From an optimization exercise on the open Yosys and OpenROAD flow, aimed at small area, a short achievable clock period and few clock cycles; shortcuts taken in it are not production practice.
The RTL was checked by simulation tests, not by an equivalence proof against the original design.
Power figures rest on the tool's default switching activity, not on a simulated workload.

==> inputs of 04-25 <==
==> flow/design.v <==
module acc_core (
    input  wire        clk,
    input  wire        rst,           
    input  wire [31:0] max_steps,     
    output wire        mem_req,
    output wire        mem_we,
    output wire [11:0] mem_addr,
    output wire [15:0] mem_wdata,
    input  wire        mem_ready,
    input  wire [15:0] mem_rdata,
    output wire        done,
    output wire        halted,
    output wire [2:0]  fault_kind,
    output wire [15:0] fault_ea,
    output wire [15:0] pc,
    output wire [15:0] acc,
    output wire [15:0] ir,
    output wire [3:0]  flags,         
    output wire [31:0] step_count,
    input  wire [3:0]  dbg_sel,
    output wire [15:0] dbg_reg
);
    localparam OP_HALT  = 4'd0;
    localparam OP_LOAD  = 4'd1;
    localparam OP_STORE = 4'd2;
    localparam OP_ADD   = 4'd3;
    localparam OP_SUB   = 4'd4;
    localparam OP_CMP   = 4'd5;
    localparam OP_JMP   = 4'd6;
    localparam OP_JZ    = 4'd7;
    localparam OP_JNZ   = 4'd8;
    localparam S_FETCH = 2'd0;
    localparam S_PTR   = 2'd1;
    localparam S_MEM   = 2'd2;
    reg [1:0]  state;
    reg [12:0] pc_r;        
    reg [15:0] acc_r;
    reg [15:0] ir_r;
    reg [15:0] md;
    reg        zf, sf, cf, of;
    reg        halted_r;
    reg [2:0]  fk;
    reg [31:0] sc;
    reg        done_r;
    reg        stop_r;      
    reg        first;       
    reg [15:0] regs [0:15];
    reg        pend;
    assign done       = done_r;
    assign halted     = halted_r;
    assign fault_kind = fk;
    assign fault_ea   = (fk == 3'd5) ? md : 16'd0;
    assign pc         = {3'd0, pc_r};
    assign acc        = acc_r;
    assign ir         = ir_r;
    assign flags      = {zf, sf, cf, of};
    assign step_count = sc;
    wire [15:0] rval = regs[mem_rdata[3:0]];
    assign dbg_reg = regs[dbg_sel];
    wire [3:0] ir_op = ir_r[15:12];
    wire p_load = (ir_op == OP_LOAD);
    wire p_sub  = (ir_op == OP_SUB) || (ir_op == OP_CMP);
    wire p_wr   = (ir_op != OP_CMP);
    wire [15:0] a_in = p_load ? 16'd0 : acc_r;
    wire [15:0] b_in = p_sub ? ~md : md;
    wire [16:0] r    = {1'b0, a_in} + {1'b0, b_in} + {16'd0, p_sub};
    wire [15:0] zt   = (a_in ^ b_in) ^ {(a_in[14:0] | b_in[14:0]), p_sub};
    wire r_zero = (zt == 16'd0);
    wire r_cf   = p_sub ? !r[16] : r[16];
    wire r_of   = p_sub ? (!r[16] ^ r[15]) : (r[16] | r[15]);
    wire        zf_now  = pend ? r_zero : zf;
    wire [15:0] acc_now = (pend && p_wr) ? r[15:0] : acc_r;
    wire [31:0] sc_inc = sc + 32'd1;
    wire eq1 = (sc_inc == max_steps);
    wire mz  = (max_steps == 32'd0);           
    wire run = !done_r && !stop_r && !(first && mz);
    wire pc_oob = pc_r[12];
    assign mem_req   = !done_r && !stop_r && (state != S_FETCH || !pc_oob);
    assign mem_we    = !done_r && !stop_r && (state == S_MEM) && (ir_op == OP_STORE);
    assign mem_addr  = (state == S_FETCH) ? pc_r[11:0] : md[11:0];
    assign mem_wdata = acc_r;
    wire [3:0]  f_op = mem_rdata[15:12];
    wire [11:0] f_o  = mem_rdata[11:0];
    wire f_direct   = (f_o[11:8] == 4'd0);
    wire f_indirect = (f_o[11:8] == 4'd1);
    wire f_imm      = (f_o[11:9] == 3'd1);
    wire f_reg      = (f_o[11:4] == 8'h40);
    wire f_regind   = (f_o[11:4] == 8'h41);
    wire f_resv     = !(f_direct || f_indirect || f_imm || f_reg || f_regind);
    wire f_jump     = (f_op == OP_JMP) || (f_op == OP_JZ) || (f_op == OP_JNZ);
    wire f_illop    = (f_op > OP_JNZ);
    wire f_badmode  = ((f_op == OP_STORE) && f_imm) || (f_jump && !f_direct);
    wire f_taken    = (f_op == OP_JMP) || ((f_op == OP_JZ) && zf_now) || ((f_op == OP_JNZ) && !zf_now);
    wire f_rval_oob = (rval[15:12] != 4'd0);
    wire in_fetch = (state == S_FETCH);
    wire [3:0] x_op = in_fetch ? f_op : ir_op;
    wire x_alu = (x_op == OP_LOAD) || (x_op == OP_ADD) || (x_op == OP_SUB) || (x_op == OP_CMP);
    integer i;
    always @(posedge clk) begin
        if (rst) begin
            state    <= S_FETCH;
            pc_r     <= 13'd0;
            acc_r    <= 16'd0;
            ir_r     <= 16'd0;
            zf       <= 1'b0;
            sf       <= 1'b0;
            cf       <= 1'b0;
            of       <= 1'b0;
            md       <= 16'd0;
            halted_r <= 1'b0;
            fk       <= 3'd0;
            sc       <= 32'd0;
            done_r   <= 1'b0;
            stop_r   <= 1'b0;
            first    <= 1'b1;
            pend     <= 1'b0;
        end else begin
            if (!(first && mz && !mem_ready))
                first <= 1'b0;
            if (pend) begin
                if (p_wr)
                    acc_r <= r[15:0];
                zf <= r_zero;
                sf <= r[15];
                cf <= r_cf;
                of <= r_of;
            end
            pend <= 1'b0;
            if ((first && mz && mem_ready) || stop_r)
                done_r <= 1'b1;
            if (run) begin
                case (state)
                S_FETCH: begin
                    if (pc_oob) begin
                        halted_r <= 1'b1;
                        fk       <= 3'd1;
                        done_r   <= 1'b1;
                    end else if (mem_ready) begin
                        ir_r <= mem_rdata;
                        if (f_illop) begin
                            halted_r <= 1'b1;
                            fk       <= 3'd2;
                            done_r   <= 1'b1;
                        end else if (f_resv) begin
                            halted_r <= 1'b1;
                            fk       <= 3'd3;
                            done_r   <= 1'b1;
                        end else if (f_badmode) begin
                            halted_r <= 1'b1;
                            fk       <= 3'd4;
                            done_r   <= 1'b1;
                        end else if (f_op == OP_HALT) begin
                            halted_r <= 1'b1;
                            sc       <= sc_inc;
                            done_r   <= 1'b1;
                        end else if (f_jump) begin
                            pc_r   <= f_taken ? {5'd0, f_o[7:0]} : pc_r + 13'd1;
                            sc     <= sc_inc;
                            done_r <= eq1;
                        end else if (f_direct || f_indirect) begin
                            md    <= {8'd0, f_o[7:0]};
                            state <= f_direct ? S_MEM : S_PTR;
                        end else if (f_regind) begin
                            md <= rval;
                            if (f_rval_oob) begin
                                halted_r <= 1'b1;
                                fk       <= 3'd5;
                                done_r   <= 1'b1;
                            end else begin
                                state <= S_MEM;
                            end
                        end else begin
                            if (x_alu) begin
                                md     <= f_reg ? rval : {7'd0, f_o[8:0]};
                                pend   <= 1'b1;
                                stop_r <= eq1;
                            end else begin
                                done_r <= eq1;
                            end
                            pc_r <= pc_r + 13'd1;
                            sc   <= sc_inc;
                        end
                    end
                end
                S_PTR: begin
                    if (mem_ready) begin
                        md <= mem_rdata;
                        if (mem_rdata[15:12] != 4'd0) begin
                            halted_r <= 1'b1;
                            fk       <= 3'd5;
                            done_r   <= 1'b1;
                            state    <= S_FETCH;
                        end else begin
                            state <= S_MEM;
                        end
                    end
                end
                default: begin  
                    if (mem_ready) begin
                        if (x_alu) begin
                            md     <= mem_rdata;
                            pend   <= 1'b1;
                            stop_r <= eq1;
                        end else begin
                            done_r <= eq1;
                        end
                        pc_r  <= pc_r + 13'd1;
                        sc    <= sc_inc;
                        state <= S_FETCH;
                    end
                end
                endcase
            end
        end
    end
    wire        rf_we   = run && in_fetch && !pc_oob && mem_ready &&
                          (mem_rdata[15:4] == {OP_STORE, 8'h40});
    wire [15:0] rf_data = rst ? 16'd0 : acc_now;
    always @(posedge clk) begin
        for (i = 0; i < 16; i = i + 1)
            if (rst || (rf_we && mem_rdata[3:0] == i))
                regs[i] <= rf_data;
    end
endmodule
==> flow/flow/run.sh <==
#!/bin/bash
# The standard layout (standard.sh) with two changes:
#  - synthesis maps the logic with abc's own default (area-oriented) script
#    instead of ORFS's speed script; everything else in the synthesis is
#    synth_recipe.tcl unchanged, so the registers are the standard ones
#  - the port buffers are the smallest plain buffer rather than the delay
#    buffer buffer_ports picks on its own; timing repair resizes them where a
#    path needs it
# make's output goes to standard.log; each ORFS step keeps its own log under
# orfs/logs.
set -o pipefail
cat flow/abc_override.tcl synth_recipe.tcl > my_synth.tcl
sed "s#SYNTH_SCRIPT=[^ ]*#SYNTH_SCRIPT=$PWD/my_synth.tcl#" standard.sh > my_standard.sh
grep -q "SYNTH_SCRIPT=$PWD/my_synth.tcl" my_standard.sh || { echo "could not point standard.sh at my_synth.tcl"; exit 1; }
export BUFFER_PORTS_ARGS="-buffer_cell sky130_fd_sc_hd__buf_1"
bash my_standard.sh > standard.log 2>&1
==> flow/flow/abc_override.tcl <==
# abc with its own default (area-oriented) mapping script instead of the
# script, delay target and constraints ORFS hands it; liberty and dont_use
# arguments are kept
proc abc {args} {
  set kept {}
  for {set i 0} {$i < [llength $args]} {incr i} {
    set a [lindex $args $i]
    if {$a in {-script -D -constr}} { incr i; continue }
    lappend kept $a
  }
  yosys abc {*}$kept
}
==> flow/standard.sh <==
#!/bin/bash
# synth_recipe.tcl (not shown) runs the flow's synth.tcl, then flattens the netlist and writes it again
# the make line also repeats each setting of config.mk as NAME=value (left out here)
make -C /OpenROAD-flow-scripts/flow DESIGN_CONFIG=/design/flow/config.mk WORK_HOME=/design/flow/orfs CLKGATE_MAP_FILE= SYNTH_SCRIPT=/design/flow/synth_recipe.tcl "${@:-finish}"
==> flow/config.mk <==
export PLATFORM = sky130hd
export DESIGN_NAME = acc_core
export DESIGN_NICKNAME = acc_core
export VERILOG_FILES = /design/flow/design.v
export SDC_FILE = /design/flow/constraint.sdc
export NUM_CORES = 4
export LEC_CHECK = 0
export CAP_MARGIN = 20
export CORE_MARGIN = 2
export CORE_UTILIZATION = 40
export CTS_CLUSTER_DIAMETER = 120
export CTS_CLUSTER_SIZE = 20
export PLACE_DENSITY = 0.6
export SETUP_SLACK_MARGIN = 3.25
export SLEW_MARGIN = 20
export TNS_END_PERCENT = 10
==> flow/constraint.sdc <==
create_clock -name core_clock -period 8.0 [get_ports {clk}]
set_input_delay 1.6000 -clock core_clock [delete_from_list [all_inputs] [get_ports {clk}]]
set_output_delay 1.6000 -clock core_clock [all_outputs]
set_load 0.01 [all_outputs]
==> 11-19: changes against 04-25 <==
--- a/flow/design.v
+++ b/flow/design.v
@@ -66,4 +66,3 @@
     wire [16:0] r    = {1'b0, a_in} + {1'b0, b_in} + {16'd0, p_sub};
-    wire [15:0] zt   = (a_in ^ b_in) ^ {(a_in[14:0] | b_in[14:0]), p_sub};
-    wire r_zero = (zt == 16'd0);
+    wire r_zero = (r[15:0] == 16'd0);
     wire r_cf   = p_sub ? !r[16] : r[16];
==> flow/flow/run.sh (replaced) <==
#!/bin/bash
# The standard layout (standard.sh), with the port buffers made of the
# smallest plain buffer instead of the delay buffer buffer_ports picks on
# its own; timing repair still resizes them where a path needs it.
set -o pipefail
export BUFFER_PORTS_ARGS="-buffer_cell sky130_fd_sc_hd__buf_1"
bash standard.sh > standard.log 2>&1
--- a/flow/config.mk
+++ b/flow/config.mk
@@ -9,7 +9,5 @@
 export CORE_MARGIN = 2
-export CORE_UTILIZATION = 40
-export CTS_CLUSTER_DIAMETER = 120
-export CTS_CLUSTER_SIZE = 20
-export PLACE_DENSITY = 0.6
-export SETUP_SLACK_MARGIN = 3.25
+export CORE_UTILIZATION = 55
+export PLACE_DENSITY = 0.7
+export SETUP_SLACK_MARGIN = 3.5
 export SLEW_MARGIN = 20
removed: flow/flow/abc_override.tcl
==> 01-05: changes against 04-25 <==
--- a/flow/config.mk
+++ b/flow/config.mk
@@ -11,3 +11,3 @@
 export CTS_CLUSTER_DIAMETER = 120
-export CTS_CLUSTER_SIZE = 20
+export CTS_CLUSTER_SIZE = 25
 export PLACE_DENSITY = 0.6
==> notes <==
01-05 ran to the end with no violations. 04-25 ran to the end with no violations. 11-19 went through all stages and came out clean. Of 01-05 and 04-25, 01-05 has the higher non-clock buffer count (gap 7). Cell area, highest first: 11-19, 04-25, 01-05. Sequential power is about the same in 04-25 and 01-05. The highest power belongs to 11-19, the lowest to 01-05. Final cell count, highest first: 11-19, 04-25, 01-05. Between 04-25 and 01-05, the lower critical path depth is in 01-05 (gap 1). The highest core utilization belongs to 11-19, the lowest to 01-05.
Testbench counts of 04-25, summed over its fixed seeds: cycles 80,223.
Testbench counts of 11-19, summed over its fixed seeds: cycles 80,223.
Testbench counts of 01-05, summed over its fixed seeds: cycles 80,223.

==> port drivers added, routing unchanged <==
Ports are ideal in the flow. The routed layouts listed here were re-timed in OpenROAD.
Step 1, drivers: a clkbuf_16 drives clk and a buf_2 each remaining input, both assumed.
Step 2 also shifts input and output timing later by t, the mid clock arrival at the registers, as if the neighbouring blocks saw the same clock.
Slacks: ideal ports / drivers / drivers and shift; pairs: ideal ports / drivers.
run	shift t [ns]	setup WS [ns]	worst hold slack (ns)
04-25	0.615	3.202 / 3.158 / 2.699	0.473 / 0.473 / 0.473
11-19	0.612	3.270 / 3.221 / 2.791	0.460 / 0.460 / 0.460
01-05	0.605	3.180 / 3.148 / 2.734	0.474 / 0.474 / 0.474
After both steps every run listed still meets setup and hold. For 04-25, which loses most, drivers alone change the setup slack by -0.044 ns; drivers and shift together by -0.503 ns.
